Background: an optimization exercise with open tools, aiming at small area. Do not read the settings as production practice. Where RTL was checked, it was by simulation tests only, not by an equivalence proof against the original. No activity file was given, so power comes from the tool's default toggle rates.

==> job 7231: inputs <==
==> flow/design.v <==
module pjon_tx (
    input  wire        clk,
    input  wire        rst_n,           
    input  wire        start,
    input  wire        cfg_shared,
    input  wire        cfg_sender_info,
    input  wire        cfg_ack_request,
    input  wire        cfg_crc32,
    input  wire        tx_explicit,
    input  wire [15:0] tx_header,
    input  wire [7:0]  tx_dest,
    input  wire [31:0] tx_bus,
    input  wire [7:0]  device_id,
    input  wire [31:0] bus_id,
    input  wire [15:0] pay_len,
    input  wire        pay_valid,
    input  wire [7:0]  pay_data,
    output wire        pay_ready,
    output wire        out_valid,
    output wire [7:0]  out_data,
    output wire        out_last,
    input  wire        out_ready,
    input  wire        err_clr,
    output reg         busy,
    output reg         done,
    output reg  [2:0]  result_code,
    output wire [31:0] result,
    output reg  [15:0] final_hdr,
    output wire [31:0] err_ctx,
    output reg         ev_error
);
    function [31:0] t32;
        input [7:0] x;
        integer k;
        reg [31:0] a;
        begin
            a = {24'd0, x};
            for (k = 0; k < 8; k = k + 1)
                a = (a >> 1) ^ (a[0] ? 32'hEDB88320 : 32'h00000000);
            t32 = a;
        end
    endfunction
    function [7:0] t8;
        input [7:0] x;
        integer k;
        reg [7:0] a;
        begin
            a = x;
            for (k = 0; k < 8; k = k + 1)
                a = (a >> 1) ^ (a[0] ? 8'h8C : 8'h00);
            t8 = a;
        end
    endfunction
    wire [15:0] req_hdr = tx_explicit ? tx_header
                        : {10'd0, cfg_crc32, 2'b00, cfg_ack_request, cfg_sender_info, cfg_shared};
    wire        bcast   = &tx_dest;
    wire [15:0] h1 = {req_hdr[15:8], req_hdr[7] | (|req_hdr[15:8]), req_hdr[6:3],
                      req_hdr[2] & ~bcast, req_hdr[1:0]};
    wire [3:0] ob = 4'd3 + {3'd0, h1[7]} + (h1[0] ? 4'd4 : 4'd0)
                  + (h1[1] ? (h1[0] ? 4'd5 : 4'd1) : 4'd0);
    wire [4:0] o1 = {1'b0, ob} + {4'd0, h1[6]} + (h1[5] ? 5'd4 : 5'd1);
    wire [16:0] total1 = {1'b0, pay_len} + {12'd0, o1};
    wire        esc    = |total1[16:8];
    wire [15:0] h2     = esc ? (h1 | 16'h0060) : h1;
    wire [4:0]  o2     = esc ? ({1'b0, ob} + 5'd5) : o1;
    wire [16:0] total2 = {1'b0, pay_len} + {12'd0, o2};
    wire too_long  = total2 > 17'd1024;
    wire too_short = total2 < 17'd5;
    localparam [4:0] S_HLO  = 5'd0,  S_HHI = 5'd1,  S_LHI = 5'd2,  S_LLO = 5'd3;
    localparam [4:0] S_TB0  = 5'd4,  S_TB3 = 5'd7;
    localparam [4:0] S_SB0  = 5'd8,  S_SB3 = 5'd11;
    localparam [4:0] S_C0   = 5'd12, S_C3  = 5'd15;
    localparam [4:0] S_DEST = 5'd16, S_DEV = 5'd17, S_PAY = 5'd18;
    reg  [4:0]  st;
    reg  [9:0]  pc;          
    reg  [10:0] tot;         
    reg  [31:0] txb;
    reg  [31:0] bid;
    reg  [7:0]  dev;
    reg  [31:0] crc;         
    reg  [10:0] res_q;
    reg  [16:0] ectx_q;
    assign result  = {21'd0, res_q};
    assign err_ctx = {15'd0, ectx_q};
    wire [15:0] h = final_hdr;
    function [7:0] be_byte;
        input [31:0] v;
        input [1:0]  k;
        begin
            case (k)
                2'd0: be_byte = v[31:24];
                2'd1: be_byte = v[23:16];
                2'd2: be_byte = v[15:8];
                default: be_byte = v[7:0];
            endcase
        end
    endfunction
    reg [7:0] byte_out;
    always @(*) begin
        case (st[4:2])
            3'd0: byte_out = be_byte({h[7:0], h[15:8], 5'd0, tot}, st[1:0]);
            3'd1: byte_out = be_byte(txb, st[1:0]);
            3'd2: byte_out = be_byte(bid, st[1:0]);
            3'd3: byte_out = be_byte(crc, st[1:0]);
            default: byte_out = st[1] ? pay_data : (st[0] ? dev : crc[7:0]);
        endcase
    end
    wire in_pay  = busy && (st == S_PAY);
    wire is_last = (st == S_C3);
    wire is_crc  = (st[4:2] == 3'd3);
    assign out_valid = busy && (!in_pay || pay_valid);
    assign out_data  = byte_out;
    assign out_last  = busy && is_last;
    assign pay_ready = in_pay && out_ready;
    wire fire = out_valid && out_ready;
    wire [7:0]  cin  = (st == S_DEST) ? 8'd0 : byte_out;
    wire [7:0]  x    = crc[7:0] ^ cin;
    wire [31:0] tx32 = t32(x) ^ t32(8'hFF);
    wire [31:0] n32  = {8'hFF ^ tx32[31:24], crc[31:8] ^ tx32[23:0]};
    wire [31:0] crc_next = h[5] ? n32 : {n32[31:8], t8(x)};
    wire        pz    = (pc == 10'd0);
    wire        p1    = (pc == 10'd1);
    wire [4:0]  s_crc = h[5] ? S_C0 : S_C3;
    wire [4:0]  s_pay = pz ? s_crc : S_PAY;
    reg  [4:0]  st_nx;
    always @(*) begin
        st_nx = st + 5'd1;
        case (st)
            S_DEST: st_nx = S_HLO;
            S_HLO:  st_nx = h[7] ? S_HHI : (h[6] ? S_LHI : S_LLO);
            S_HHI:  st_nx = h[6] ? S_LHI : S_LLO;
            S_LLO:  st_nx = h[0] ? S_TB0 : (h[1] ? S_DEV : s_pay);
            S_TB3:  st_nx = h[1] ? S_SB0 : s_pay;
            S_SB3:  st_nx = S_DEV;
            S_DEV:  st_nx = s_pay;
            S_PAY:  st_nx = p1 ? s_crc : S_PAY;
            default: ;
        endcase
    end
    always @(posedge clk) begin
        if (!busy) begin
            st  <= S_DEST;
            pc  <= pay_len[9:0];
            tot <= total2[10:0];
            txb <= tx_bus;
            bid <= bus_id;
            dev <= device_id;
            crc <= {24'd0, tx_dest};
        end else if (fire) begin
            st <= st_nx;
            if (st == S_PAY) pc <= pc - 10'd1;
            if (!is_crc) crc <= crc_next;
        end
    end
    always @(posedge clk) begin
        if (!rst_n) begin
            busy        <= 1'b0;
            done        <= 1'b0;
            result_code <= 3'd0;
            res_q       <= 11'd0;
            final_hdr   <= 16'd0;
            ectx_q      <= 17'd0;
            ev_error    <= 1'b0;
        end else begin
            done <= 1'b0;
            if (err_clr) ev_error <= 1'b0;
            if (!busy) begin
                if (start) begin
                    final_hdr <= h2;
                    if (too_long) begin
                        res_q       <= 11'd0;
                        ectx_q      <= total2;
                        ev_error    <= 1'b1;
                        result_code <= 3'd5;
                        done        <= 1'b1;
                    end else if (too_short) begin
                        res_q       <= 11'd0;
                        result_code <= 3'd3;
                        done        <= 1'b1;
                    end else begin
                        busy <= 1'b1;
                    end
                end
            end else if (fire && is_last) begin
                busy        <= 1'b0;
                done        <= 1'b1;
                res_q       <= tot;
                result_code <= 3'd1;
            end
        end
    end
endmodule
==> flow/run.sh <==
#!/bin/bash
# synth_recipe.tcl (not shown) runs the flow's synth.tcl, then flattens the netlist and writes it again
# the make line also repeats each setting of config.mk as NAME=value (left out here)
make -C /OpenROAD-flow-scripts/flow DESIGN_CONFIG=/design/flow/config.mk WORK_HOME=/design/flow/orfs CLKGATE_MAP_FILE= SYNTH_SCRIPT=/design/flow/synth_recipe.tcl finish
==> flow/config.mk <==
export PLATFORM = sky130hd
export DESIGN_NAME = pjon_tx
export DESIGN_NICKNAME = pjon_tx
export VERILOG_FILES = /design/flow/design.v
export SDC_FILE = /design/flow/constraint.sdc
export NUM_CORES = 4
export LEC_CHECK = 0
export CAP_MARGIN = 20
export CORE_MARGIN = 2
export CORE_UTILIZATION = 40
export CTS_BUF_LIST = sky130_fd_sc_hd__clkbuf_4 sky130_fd_sc_hd__clkbuf_8
export SLEW_MARGIN = 20
==> flow/constraint.sdc <==
create_clock -name core_clock -period 12.0 [get_ports {clk}]
set_input_delay 2.4000 -clock core_clock [delete_from_list [all_inputs] [get_ports {clk}]]
set_output_delay 2.4000 -clock core_clock [all_outputs]
set_load 0.01 [all_outputs]
==> inputs of job 1147, as changes to job 7231 <==
==> flow/design.v, changed modules only <==
module pjon_tx (
    input  wire        clk,
    input  wire        rst_n,           
    input  wire        start,
    input  wire        cfg_shared,
    input  wire        cfg_sender_info,
    input  wire        cfg_ack_request,
    input  wire        cfg_crc32,
    input  wire        tx_explicit,
    input  wire [15:0] tx_header,
    input  wire [7:0]  tx_dest,
    input  wire [31:0] tx_bus,
    input  wire [7:0]  device_id,
    input  wire [31:0] bus_id,
    input  wire [15:0] pay_len,
    input  wire        pay_valid,
    input  wire [7:0]  pay_data,
    output wire        pay_ready,
    output wire        out_valid,
    output wire [7:0]  out_data,
    output wire        out_last,
    input  wire        out_ready,
    input  wire        err_clr,
    output reg         busy,
    output reg         done,
    output wire [2:0]  result_code,
    output wire [31:0] result,
    output reg  [15:0] final_hdr,
    output wire [31:0] err_ctx,
    output reg         ev_error
);
    function [31:0] t32;
        input [7:0] x;
        integer k;
        reg [31:0] a;
        begin
            a = {24'd0, x};
            for (k = 0; k < 8; k = k + 1)
                a = (a >> 1) ^ (a[0] ? 32'hEDB88320 : 32'h00000000);
            t32 = a;
        end
    endfunction
    function [7:0] t8;
        input [7:0] x;
        integer k;
        reg [7:0] a;
        begin
            a = x;
            for (k = 0; k < 8; k = k + 1)
                a = (a >> 1) ^ (a[0] ? 8'h8C : 8'h00);
            t8 = a;
        end
    endfunction
    wire [15:0] req_hdr = tx_explicit ? tx_header
                        : {10'd0, cfg_crc32, 2'b00, cfg_ack_request, cfg_sender_info, cfg_shared};
    wire        bcast   = &tx_dest;
    wire [15:0] h1 = {req_hdr[15:8], req_hdr[7] | (|req_hdr[15:8]), req_hdr[6:3],
                      req_hdr[2] & ~bcast, req_hdr[1:0]};
    wire [3:0] ob = 4'd3 + {3'd0, h1[7]} + (h1[0] ? 4'd4 : 4'd0)
                  + (h1[1] ? (h1[0] ? 4'd5 : 4'd1) : 4'd0);
    wire [4:0] o1 = {1'b0, ob} + {4'd0, h1[6]} + (h1[5] ? 5'd4 : 5'd1);
    wire [5:0]  a1     = {1'b0, pay_len[4:0]} + {1'b0, o1};
    wire        esc    = (|pay_len[15:8]) | (&pay_len[7:5] & a1[5]);
    wire [15:0] h2     = {h1[15:7], h1[6] | esc, h1[5] | esc, h1[4:0]};
    wire [4:0]  o2     = esc ? ({1'b0, ob} + 5'd5) : o1;
    wire [5:0]  a2     = {1'b0, pay_len[4:0]} + {1'b0, o2};
    wire [16:0] total2 = {{1'b0, pay_len[15:5]} + {11'd0, a2[5]}, a2[4:0]};
    wire too_long  = (|pay_len[15:11]) | (total2[10] & |total2[9:0]) | total2[11];
    wire too_short = (pay_len == 16'd0) & (o2 == 5'd4);
    localparam [2:0] G_H = 3'd1, G_T = 3'd2, G_S = 3'd3, G_C = 3'd0, G_M = 3'd4;
    localparam [4:0] S_HLO  = {G_H, 2'd0}, S_HHI = {G_H, 2'd1}, S_LHI = {G_H, 2'd2}, S_LLO = {G_H, 2'd3};
    localparam [4:0] S_TB0  = {G_T, 2'd0}, S_TB3 = {G_T, 2'd3};
    localparam [4:0] S_SB0  = {G_S, 2'd0}, S_SB3 = {G_S, 2'd3};
    localparam [4:0] S_C0   = {G_C, 2'd0}, S_C3  = {G_C, 2'd3};
    localparam [4:0] S_DEST = {G_M, 2'd0}, S_DEV = {G_M, 2'd1}, S_PAY = {G_M, 2'd2};
    reg  [4:0]  st;
    reg  [9:0]  pc;          
    reg  [10:0] tot;         
    reg  [31:0] txb;
    reg  [31:0] bid;
    reg  [7:0]  dev;
    reg  [31:0] crc;         
    reg  [10:0] res_q;
    reg  [16:0] ectx_q;
    reg rc_fail, rc_long;
    assign result_code = {rc_long, rc_fail, rc_long | rc_fail | (|res_q)};
    assign result  = {21'd0, res_q};
    assign err_ctx = {15'd0, ectx_q};
    wire [15:0] h = final_hdr;
    function [7:0] be_byte;
        input [31:0] v;
        input [1:0]  k;
        begin
            case (k)
                2'd0: be_byte = v[31:24];
                2'd1: be_byte = v[23:16];
                2'd2: be_byte = v[15:8];
                default: be_byte = v[7:0];
            endcase
        end
    endfunction
    wire [3:0] kd = 4'b0001 << st[1:0];
    wire [7:0] gd8 = 8'b00000001 << st[4:2];
    wire [4:0] gd = {gd8[G_M], gd8[G_C], gd8[G_S], gd8[G_T], gd8[G_H]};
    function [7:0] w4;
        input [31:0] v;
        input [3:0]  k;
        begin
            w4 = ({8{k[0]}} & v[31:24]) | ({8{k[1]}} & v[23:16])
               | ({8{k[2]}} & v[15:8])  | ({8{k[3]}} & v[7:0]);
        end
    endfunction
    wire [7:0] cin = ({8{gd[0]}} & w4({h[7:0], h[15:8], 5'd0, tot}, kd))
                   | ({8{gd[1]}} & w4(txb, kd))
                   | ({8{gd[2]}} & w4(bid, kd))
                   | ({8{gd[4]}} & w4({8'd0, dev, pay_data, 8'd0}, kd));
    wire [7:0] byte_out = cin | ({8{gd[3]}} & w4(crc, kd))
                        | ({8{gd[4] & kd[0]}} & crc[7:0]);
    wire in_pay  = busy && (st == S_PAY);
    wire is_last = (st == S_C3);
    wire is_crc  = (st[4:2] == G_C);
    assign out_valid = busy && (!in_pay || pay_valid);
    assign out_data  = byte_out;
    assign out_last  = busy && is_last;
    assign pay_ready = in_pay && out_ready;
    wire fire = out_valid && out_ready;
    wire [7:0]  x    = crc[7:0] ^ cin;
    wire [31:0] tx32 = t32(x) ^ t32(8'hFF);
    wire [31:0] n32  = {8'hFF ^ tx32[31:24], crc[31:8] ^ tx32[23:0]};
    wire [31:0] crc_next = h[5] ? n32 : {n32[31:8], t8(x)};
    wire        pz    = (pc == 10'd0);
    wire        p1    = (pc == 10'd1);
    wire [4:0]  s_crc = h[5] ? S_C0 : S_C3;
    wire [4:0]  s_pay = pz ? s_crc : S_PAY;
    reg  [4:0]  st_nx;
    always @(*) begin
        st_nx = {st[4:2], st[1:0] + 2'd1};
        case (st)
            S_DEST: st_nx = S_HLO;
            S_HLO:  st_nx = h[7] ? S_HHI : (h[6] ? S_LHI : S_LLO);
            S_HHI:  st_nx = h[6] ? S_LHI : S_LLO;
            S_LLO:  st_nx = h[0] ? S_TB0 : (h[1] ? S_DEV : s_pay);
            S_TB3:  st_nx = h[1] ? S_SB0 : s_pay;
            S_SB3:  st_nx = S_DEV;
            S_DEV:  st_nx = s_pay;
            S_PAY:  st_nx = p1 ? s_crc : S_PAY;
            default: ;
        endcase
    end
    always @(posedge clk) begin
        if (!busy) begin
            st  <= S_DEST;
            pc  <= pay_len[9:0];
            tot <= total2[10:0];
            txb <= tx_bus;
            bid <= bus_id;
            dev <= device_id;
            crc <= {24'd0, tx_dest};
        end else if (fire) begin
            st <= st_nx;
            if (st == S_PAY) pc <= pc - 10'd1;
            if (!is_crc) crc <= crc_next;
        end
    end
    always @(posedge clk) begin
        if (!rst_n) begin
            busy        <= 1'b0;
            done        <= 1'b0;
            rc_fail     <= 1'b0;
            rc_long     <= 1'b0;
            res_q       <= 11'd0;
            final_hdr   <= 16'd0;
            ectx_q      <= 17'd0;
            ev_error    <= 1'b0;
        end else begin
            done <= 1'b0;
            if (err_clr) ev_error <= 1'b0;
            if (!busy) begin
                if (start) begin
                    final_hdr <= h2;
                    if (too_long) begin
                        res_q       <= 11'd0;
                        ectx_q      <= total2;
                        ev_error    <= 1'b1;
                        rc_fail     <= 1'b0;
                        rc_long     <= 1'b1;
                        done        <= 1'b1;
                    end else if (too_short) begin
                        res_q       <= 11'd0;
                        rc_fail     <= 1'b1;
                        rc_long     <= 1'b0;
                        done        <= 1'b1;
                    end else begin
                        busy <= 1'b1;
                    end
                end
            end else if (fire && is_last) begin
                busy        <= 1'b0;
                done        <= 1'b1;
                res_q       <= tot;
                rc_fail     <= 1'b0;
                rc_long     <= 1'b0;
            end
        end
    end
endmodule
==> flow/flow/run.sh (new file) <==
#!/bin/bash
# Standard layout with three changes:
#  - ABC maps the logic with an area-oriented script (flow/area.abc);
#  - the port buffers use the smallest buffer cell;
#  - CTS uses clkbuf_8 and adds no dummy loads.
set -euo pipefail
W=$(pwd)
export AREA_ABC_SCRIPT=$W/flow/area.abc
export FLOW_SYNTH_TCL=$W/synth_recipe.tcl
export SKIP_REPAIR_TIE_FANOUT=1
export BUFFER_PORTS_ARGS="-buffer_cell sky130_fd_sc_hd__buf_1"
export CTS_ARGS="-sink_clustering_enable -repair_clock_nets -dont_use_dummy_load -buf_list {sky130_fd_sc_hd__clkbuf_8}"
sed "s#SYNTH_SCRIPT=[^ ]*#SYNTH_SCRIPT=$W/flow/synth_wrap.tcl#" standard.sh > area_standard.sh
bash area_standard.sh > standard.log 2>&1
==> flow/flow/area.abc (new file) <==
strash
dch
amap
strash
dch -f
amap -F 20 -A 30
strash
dch -f
amap -F 20 -A 30
strash
dch -f
amap -F 20 -A 30
strash
dch -f
amap -F 20 -A 30
strash
dch -f
amap -F 20 -A 30
strash
dch -f
amap -F 20 -A 30
strash
dch -f
amap -F 20 -A 30
==> flow/flow/synth_wrap.tcl (new file) <==
# The standard synthesis (synth_recipe.tcl), with ABC's standard-cell
# mapping run from an area-oriented script instead of ORFS's speed script.
# ABC maps only the combinational logic: the registers are the same.
proc abc {args} {
  set i [lsearch -exact $args -script]
  if {$i >= 0} { lset args [expr {$i + 1}] $::env(AREA_ABC_SCRIPT) }
  yosys abc {*}$args
}
source $::env(FLOW_SYNTH_TCL)
==> flow/standard.sh (new file) <==
#!/bin/bash
# synth_recipe.tcl (not shown) runs the flow's synth.tcl, then flattens the netlist and writes it again
# the make line also repeats each setting of config.mk as NAME=value (left out here)
make -C /OpenROAD-flow-scripts/flow DESIGN_CONFIG=/design/flow/config.mk WORK_HOME=/design/flow/orfs CLKGATE_MAP_FILE= SYNTH_SCRIPT=/design/flow/synth_recipe.tcl "${@:-finish}"
--- a/flow/config.mk
+++ b/flow/config.mk
@@ -9,4 +9,3 @@
 export CORE_MARGIN = 2
-export CORE_UTILIZATION = 40
-export CTS_BUF_LIST = sky130_fd_sc_hd__clkbuf_4 sky130_fd_sc_hd__clkbuf_8
+export CORE_UTILIZATION = 65
 export SLEW_MARGIN = 20
removed: flow/run.sh
==> inputs of job 1544, as changes to job 7231 <==
==> flow/flow/run.sh (new file) <==
#!/bin/bash
# Standard layout, but the port buffers use the smallest buffer cell.
set -euo pipefail
export BUFFER_PORTS_ARGS="-buffer_cell sky130_fd_sc_hd__buf_1"
bash standard.sh > standard.log 2>&1
==> flow/standard.sh (new file) <==
#!/bin/bash
# synth_recipe.tcl (not shown) runs the flow's synth.tcl, then flattens the netlist and writes it again
# the make line also repeats each setting of config.mk as NAME=value (left out here)
make -C /OpenROAD-flow-scripts/flow DESIGN_CONFIG=/design/flow/config.mk WORK_HOME=/design/flow/orfs CLKGATE_MAP_FILE= SYNTH_SCRIPT=/design/flow/synth_recipe.tcl "${@:-finish}"
removed: flow/run.sh
==> comparison <==
- In job 7231 the via count is higher than in job 1147, by about 3%.
- In sequential power, job 7231 and job 1544 hardly differ.
- Routed wire length: job 7231 > job 1544 > job 1147.
- Cell count: job 1147 < job 7231 < job 1544.
For job 7231 and job 1544, only the layout was checked, not whether the RTL still works.

## re-timing with driven ports
Ports are ideal in the flow. The routed layouts listed here were re-timed in OpenROAD.
Step 1, drivers: a clkbuf_16 drives clk and a buf_2 each remaining input, both assumed.
Step 2 also shifts input and output timing later by t, the mid clock arrival at the registers, as if the neighbouring blocks saw the same clock.
Three values: ideal ports, drivers, drivers and shift; two values: the first two.
| run | shift t [ns] | slack for setup (ns) | worst setup path after step 2 | latest minus earliest clock arrival (ns) |
|---|---|---|---|---|
| job 7231 | 0.512 | 2.638 / 2.653 / 2.141 | input to register | 0.026 / 0.027 |
| job 1147 | 0.472 | 1.318 / 1.330 / 0.859 | input to register | 0.036 / 0.035 |
| job 1544 | 0.507 | 2.977 / 2.998 / 2.491 | input to register | 0.024 / 0.024 |
After both steps every run listed still meets setup and hold. For job 7231, which loses most, drivers alone change the setup slack by +0.015 ns; drivers and shift together by -0.497 ns.
